Background: an optimization exercise with open tools, aiming at small area, a short achievable clock period and few clock cycles. Do not read the settings as production practice. Function was checked by simulation only, so behaviour that the tests miss may differ from the original. No activity file was given, so power comes from the tool's default toggle rates.

Setup of the reference run:
==> flow/design.v (excerpt) <==
module gorilla_enc (
    input  wire        clk,
    input  wire        rst,
    input  wire        in_valid,
    output wire        in_ready,
    input  wire [1:0]  in_op,
    input  wire [31:0] in_ts,
    input  wire [63:0] in_val,
    output wire        out_valid,
    input  wire        out_ready,
    output wire [63:0] out_data,
    output wire        out_last,
    output wire [3:0]  out_nbytes
);
    localparam OP_INIT   = 2'd0;
    localparam OP_PUSH   = 2'd1;
    localparam OP_FINISH = 2'd2;
    localparam B_IDLE  = 2'd0;
    localparam B_FRESH = 2'd1;
    localparam B_MANY  = 2'd2;
    localparam B_DONE  = 2'd3;
    localparam K_NONE   = 2'd0;
    localparam K_INIT   = 2'd1;
    localparam K_PUSH   = 2'd2;
    localparam K_FINISH = 2'd3;
    genvar gi;
    function [31:0] add32;
        input [31:0] a, b;
        input        ci;
        reg   [31:0] g, p, gg, pp;
        integer i, d;
        begin
            g  = a & b;
            p  = a ^ b;
            gg = g;
            pp = p;
            gg[0] = g[0] | (p[0] & ci);
            for (d = 1; d < 32; d = d * 2)
                for (i = 31; i >= d; i = i - 1) begin
                    gg[i] = gg[i] | (pp[i] & gg[i - d]);
                    pp[i] = pp[i] & pp[i - d];
                end
            add32 = p ^ {gg[30:0], ci};
        end
    endfunction
    function [7:0] add8;
        input [7:0] a, b;
        input       ci;
        reg   [7:0] g, p, gg, pp;
        integer i, d;
        begin
            g  = a & b;
            p  = a ^ b;
            gg = g;
            pp = p;
            gg[0] = g[0] | (p[0] & ci);
            for (d = 1; d < 8; d = d * 2)
                for (i = 7; i >= d; i = i - 1) begin
                    gg[i] = gg[i] | (pp[i] & gg[i - d]);
  ...
For scale: ~4600 cells after synthesis, about 720 flip-flops, about 170 I/O pins.
==> flow/config.mk <==
export PLATFORM = sky130hd
export DESIGN_NAME = gorilla_enc
export DESIGN_NICKNAME = gorilla_enc
export VERILOG_FILES = /design/flow/design.v
export SDC_FILE = /design/flow/constraint.sdc
export NUM_CORES = 4
export LEC_CHECK = 0
export CAP_MARGIN = 40
export CORE_MARGIN = 2
export CORE_UTILIZATION = 25
export CTS_CLUSTER_DIAMETER = 80
export CTS_CLUSTER_SIZE = 30
export SLEW_MARGIN = 40
export SETUP_SLACK_MARGIN = 10.6
==> flow/constraint.sdc <==
create_clock -name core_clock -period 15.0 [get_ports {clk}]
set_input_delay 3.0000 -clock core_clock [delete_from_list [all_inputs] [get_ports {clk}]]
set_output_delay 3.0000 -clock core_clock [all_outputs]
set_load 0.01 [all_outputs]
standard.sh (not shown) runs the stock make flow with config.mk's settings and CLKGATE_MAP_FILE= SYNTH_SCRIPT=/design/flow/synth_recipe.tcl, a recipe that flattens the netlist after the stock synthesis.
==> flow/flow/run.sh <==
#!/bin/bash
set -e
cd "$(dirname "$0")/.."
cp config.mk config.mk.orig
echo "export SETUP_SLACK_MARGIN = 10.6" >> config.mk
bash standard.sh > standard_flow.log 2>&1
Testbench counts of the reference run, summed over its fixed seeds: cycles 16,346.
Changes in the trial run relative to the reference run:
diff --git a/flow/design.v b/flow/design.v
--- a/flow/design.v
+++ b/flow/design.v
@@ -242,23 +242,28 @@
                         ({49{t_2}} & {12'd0, pf_rec, 24'd0}) |
                         ({49{t_3}} & {16'd0, pf_rec, 20'd0}) |
                         ({49{t_4}} & {36'd0, pf_rec});
     wire [48:0] hdr_push = {ts_rec, 13'd0} | pf_at;
     wire [7:0] tl = ({8{tcb[0]}} & 8'd1) | ({8{tcb[1]}} & 8'd9) | ({8{tcb[2]}} & 8'd12) |
                     ({8{tcb[3]}} & 8'd16) | ({8{tcb[4]}} & 8'd36);
     wire [7:0] p8 = {2'b00, pos};
-    wire [7:0] s_z  = add8x4(p8, tl, 8'd1, 8'd0, 1'b0);
-    wire [7:0] s_r  = add8x4(p8, tl, {1'b0, win_len}, 8'd2, 1'b0);
-    wire [7:0] s_n  = add8x4(p8, tl, {1'b0, sig}, 8'd13, 1'b0);
+    wire [7:0] pt = add8(p8, tl, 1'b0);                
+    wire [7:0] vl_r = add8({1'b0, win_len}, 8'd2, 1'b0);
+    wire [7:0] vl_n = add8({1'b0, sig}, 8'd13, 1'b0);
+    wire [7:0] vd_r = add8(8'd2, ~{3'b000, win_l}, 1'b1);
+    wire [7:0] vd_n = add8(8'd13, ~{3'b000, lz_c}, 1'b1);
+    wire [7:0] s_z  = add8(pt, 8'd1, 1'b0);
+    wire [7:0] s_r  = add8(pt, vl_r, 1'b0);
+    wire [7:0] s_n  = add8(pt, vl_n, 1'b0);
     wire [7:0] s_f  = add8(p8, 8'd78, 1'b0);
-    wire [7:0] q_r  = add8x4(p8, tl, 8'd2, 8'd0, 1'b0);
-    wire [7:0] q_n  = add8x4(p8, tl, 8'd13, 8'd0, 1'b0);
+    wire [7:0] q_r  = add8(pt, 8'd2, 1'b0);
+    wire [7:0] q_n  = add8(pt, 8'd13, 1'b0);
     wire [7:0] q_f  = add8(p8, 8'd14, 1'b0);
-    wire [7:0] r_r  = add8x4(p8, tl, ~{3'b000, win_l}, 8'd2, 1'b1);
-    wire [7:0] r_n  = add8x4(p8, tl, ~{3'b000, lz_c}, 8'd13, 1'b1);
+    wire [7:0] r_r  = add8(pt, vd_r, 1'b0);
+    wire [7:0] r_n  = add8(pt, vd_n, 1'b0);
     wire [7:0] sum   = ({8{v_f}} & s_f) | ({8{v_z}} & s_z) | ({8{v_r}} & s_r) | ({8{v_n}} & s_n);
     wire [6:0] q_nx  = ({7{v_f}} & q_f[6:0]) | ({7{v_z}} & s_z[6:0]) |
                        ({7{v_r}} & q_r[6:0]) | ({7{v_n}} & q_n[6:0]);
     wire [5:0] ra_nx = ({6{v_f}} & q_f[5:0]) | ({6{v_r}} & r_r[5:0]) | ({6{v_n}} & r_n[5:0]);
     wire [7:0] fs8   = add8({2'b00, pos}, 8'd44, 1'b0);
     wire       fmore = fs8[6] && (fs8[5:3] != 3'd0);   
     always @(posedge clk) begin
Findings:
- The trial run: PASS, flow complete, no timing, DRC or antenna violations
- The trial run vs. the reference run: share of synthesized cell area in full adder, half adder and majority cells now sits lower; number of cells after detailed placement now sits lower; sink count of the clock tree now sits at about the same level; complex-gate fraction of the synthesized area now sits lower.
- out_data[18] as the last element of the critical path was reported by the trial run, and out_valid by the reference run.
- On the trial run: final standard cell count with taps included and fillers excluded is 1.6% lower than what the reference run gave.
- [the trial run] count of inverters not on the clock network in the layout fell 33 relative to the reference run
- NOTE: arrival time reported for the critical path endpoint in the trial run falls short of that of the reference run
- When the final numbers for the trial run and the reference run were put side by side, the final period demand of the worst path turned out to be smaller in the trial run.
Testbench counts of the trial run, summed over its fixed seeds: cycles 16,346.

========
Another version of the RTL of gorilla_enc (not shown whole).
Size: ~4,800 cells after synthesis, ~710 flip-flops, ~44,000 µm² of cells after synthesis.
Design gorilla_enc, start of the top module:
module gorilla_enc (
    input  wire        clk,
    input  wire        rst,
    input  wire        in_valid,
    output wire        in_ready,
    input  wire [1:0]  in_op,
    input  wire [31:0] in_ts,
    input  wire [63:0] in_val,
    output wire        out_valid,
    input  wire        out_ready,
    output wire [63:0] out_data,
    output wire        out_last,
    output wire [3:0]  out_nbytes
);
export LEC_CHECK = 0
export CAP_MARGIN = 40
export CORE_MARGIN = 2
export CORE_UTILIZATION = 45
export CTS_CLUSTER_DIAMETER = 80
export CTS_CLUSTER_SIZE = 30
export PLACE_DENSITY = 0.8
export SLEW_MARGIN = 40
export SETUP_SLACK_MARGIN = 10.75
export BUFFER_PORTS_ARGS = -buffer_cell sky130_fd_sc_hd__buf_1
create_clock -name core_clock -period 15.0 [get_ports {clk}]
==> flow/flow/run.sh <==
#!/bin/bash
set -e
cd "$(dirname "$0")/.."
cp config.mk config.mk.orig
echo "export SETUP_SLACK_MARGIN = 10.75" >> config.mk
echo "export BUFFER_PORTS_ARGS = -buffer_cell sky130_fd_sc_hd__buf_1" >> config.mk
bash standard.sh > standard_flow.log 2>&1
Testbench counts at the start, summed over its fixed seeds: cycles 16,225.
==> next run, changes <==
--- a/flow/design.v
+++ b/flow/design.v
@@ -91,20 +91,21 @@
     wire       do_init = go1 && (iop == OP_INIT);
     wire       do_push = go1 && (iop == OP_PUSH) && is_open;
     wire       do_fin  = go1 && (iop == OP_FINISH) && is_open;
     always @(posedge clk) begin
         if (rst)
             iv <= 1'b0;
         else if (!stall)
             iv <= in_valid;
-        if (!stall)
+        if (!stall) begin
             iop <= in_op;
-        its  <= ({32{stall}} & its)  | ({32{!stall}} & in_ts);
-        ival <= ({64{stall}} & ival) | ({64{!stall}} & in_val);
+            its <= in_ts;
+            ival <= in_val;
+        end
     end
     reg [31:0] tprev;       
     reg [31:0] tpred;       
     wire [31:0] dod      = add32(its, ~tpred, 1'b1);
     wire [31:0] td       = add32(its, ~tprev, 1'b1);
     wire [13:0] td14     = td[13:0];
     wire [31:0] tpred_nx = add32({its[30:0], 1'b0}, ~tprev, 1'b1);
     wire dz   = (its == tpred);
@@ -185,21 +186,23 @@
     reg [4:0]  lzb;         
     reg [5:0]  tzb;
     reg        vzb;
     always @(posedge clk) begin
         if (rst)
             kb <= K_NONE;
         else if (!stall)
             kb <= do_init ? K_INIT : do_push ? K_PUSH : do_fin ? K_FINISH : K_NONE;
-        fb  <= (stall & fb)          | (!stall & first);
-        tcr <= ({4{stall}} & tcr)    | ({4{!stall}} & tcls);
-        lzb <= ({5{stall}} & lzb)    | ({5{!stall}} & lz_c6);
-        tzb <= ({6{stall}} & tzb)    | ({6{!stall}} & tz6);
-        vzb <= (stall & vzb)         | (!stall & vz);
+        if (!stall) begin
+            fb  <= first;
+            tcr <= tcls;
+            lzb <= lz_c6;
+            tzb <= tz6;
+            vzb <= vz;
+        end
     end
     wire go_i = !stall && (iop == OP_INIT);
     wire go_f = !stall && (iop != OP_INIT) && first;
     wire go_d = !stall && (iop != OP_INIT) && !first;
     wire go_x = !stall && (iop == OP_PUSH);
     wire [31:0] db_nx = ({32{stall}} & db) | ({32{go_i}} & its) |
                         ({32{go_f}} & {18'd0, td14}) | ({32{go_d}} & dod);
     wire [63:0] xb_nx = ({64{stall}} & xb) | ({64{go_x}} & vx);
@@ -300,22 +303,22 @@
     always @(posedge clk) begin
         if (rst) begin
             k2 <= K_NONE;
             c2 <= 2'd0;
         end else if (!stall) begin
             k2 <= kb;
             c2 <= c_nx;
         end
-        x2   <= ({64{stall}} & x2)   | ({64{!stall}} & xb);
-        cnt2 <= ({6{stall}} & cnt2)  | ({6{!stall}} & pos);
-        q2   <= ({7{stall}} & q2)    | ({7{!stall && v_f}} & q_f[6:0]) | ({7{!stall && v_z}} & s_z[6:0]) |
-                ({7{!stall && v_r}} & q_r[6:0]) | ({7{!stall && v_n}} & q_n[6:0]);
-        ra2  <= ({6{stall}} & ra2)   | ({6{!stall && v_f}} & q_f[5:0]) |
-                ({6{!stall && v_r}} & r_r[5:0]) | ({6{!stall && v_n}} & r_n[5:0]);
+        if (!stall) begin
+            x2   <= xb;
+            cnt2 <= pos;
+            q2   <= q_nx;
+            ra2  <= ra_nx;
+        end
     end
     wire h_i = !stall && kb_init;
     wire h_f = !stall && kb_fin;
     wire h_p = !stall && !kb_init && !kb_fin;
     wire [48:0] hdr2_nx = ({49{stall}} & hdr2) | ({49{h_i}} & {db, 17'd0}) |
                           ({49{h_f}} & {4'hF, 32'hFFFFFFFF, 13'd0}) | ({49{h_p}} & hdr_push);
     always @(posedge clk)
         hdr2 <= hdr2_nx;
After rerunning: Sequential power barely changes; worst setup slack got worse by 0.017 ns; routed wire length came out higher by 6.7%; area after synthesis stays flat; first-iteration DRC count goes up by 5.5%; design area rose by 0.71%; global-route usage came out higher by 1.7 points; synthesized cell count went up by 2.0%.
Testbench counts after the change, summed over its fixed seeds: cycles 16,225.

re-timing with driven ports:
The flow's constraints put no driver on any port. The routed layouts listed below were extracted and timed again, unchanged, in two steps.
Step 1: set_driving_cell puts a clkbuf_16 on clk and a buf_2 on each other input, an assumption about the parent block.
Step 2 moves the port delays by t, midway between the first and last clock arrival at a register: inputs arrive t later, outputs are due t later. That takes back most of the time a late clock gives input paths.
Slacks: no drivers / after step 1 / after step 2; pairs: no drivers / after step 1.
run	shift t [ns]	slack for setup (ns)	worst hold slack (ns)	worst setup path after step 2
the reference run	0.805	10.556 / 10.483 / 9.901	0.424 / 0.424 / 0.424	input to register
the trial run	0.748	10.654 / 10.581 / 9.870	0.429 / 0.429 / 0.429	input to register
the first run of note 2	0.734	10.779 / 10.712 / 10.219	0.438 / 0.438 / 0.438	input to register
the second run of note 2	0.738	10.762 / 10.693 / 10.114	0.429 / 0.429 / 0.429	input to register
After both steps every run listed still meets setup and hold. The setup slack of the trial run, which loses most, moves by -0.073 ns with the drivers and by -0.784 ns with both steps.
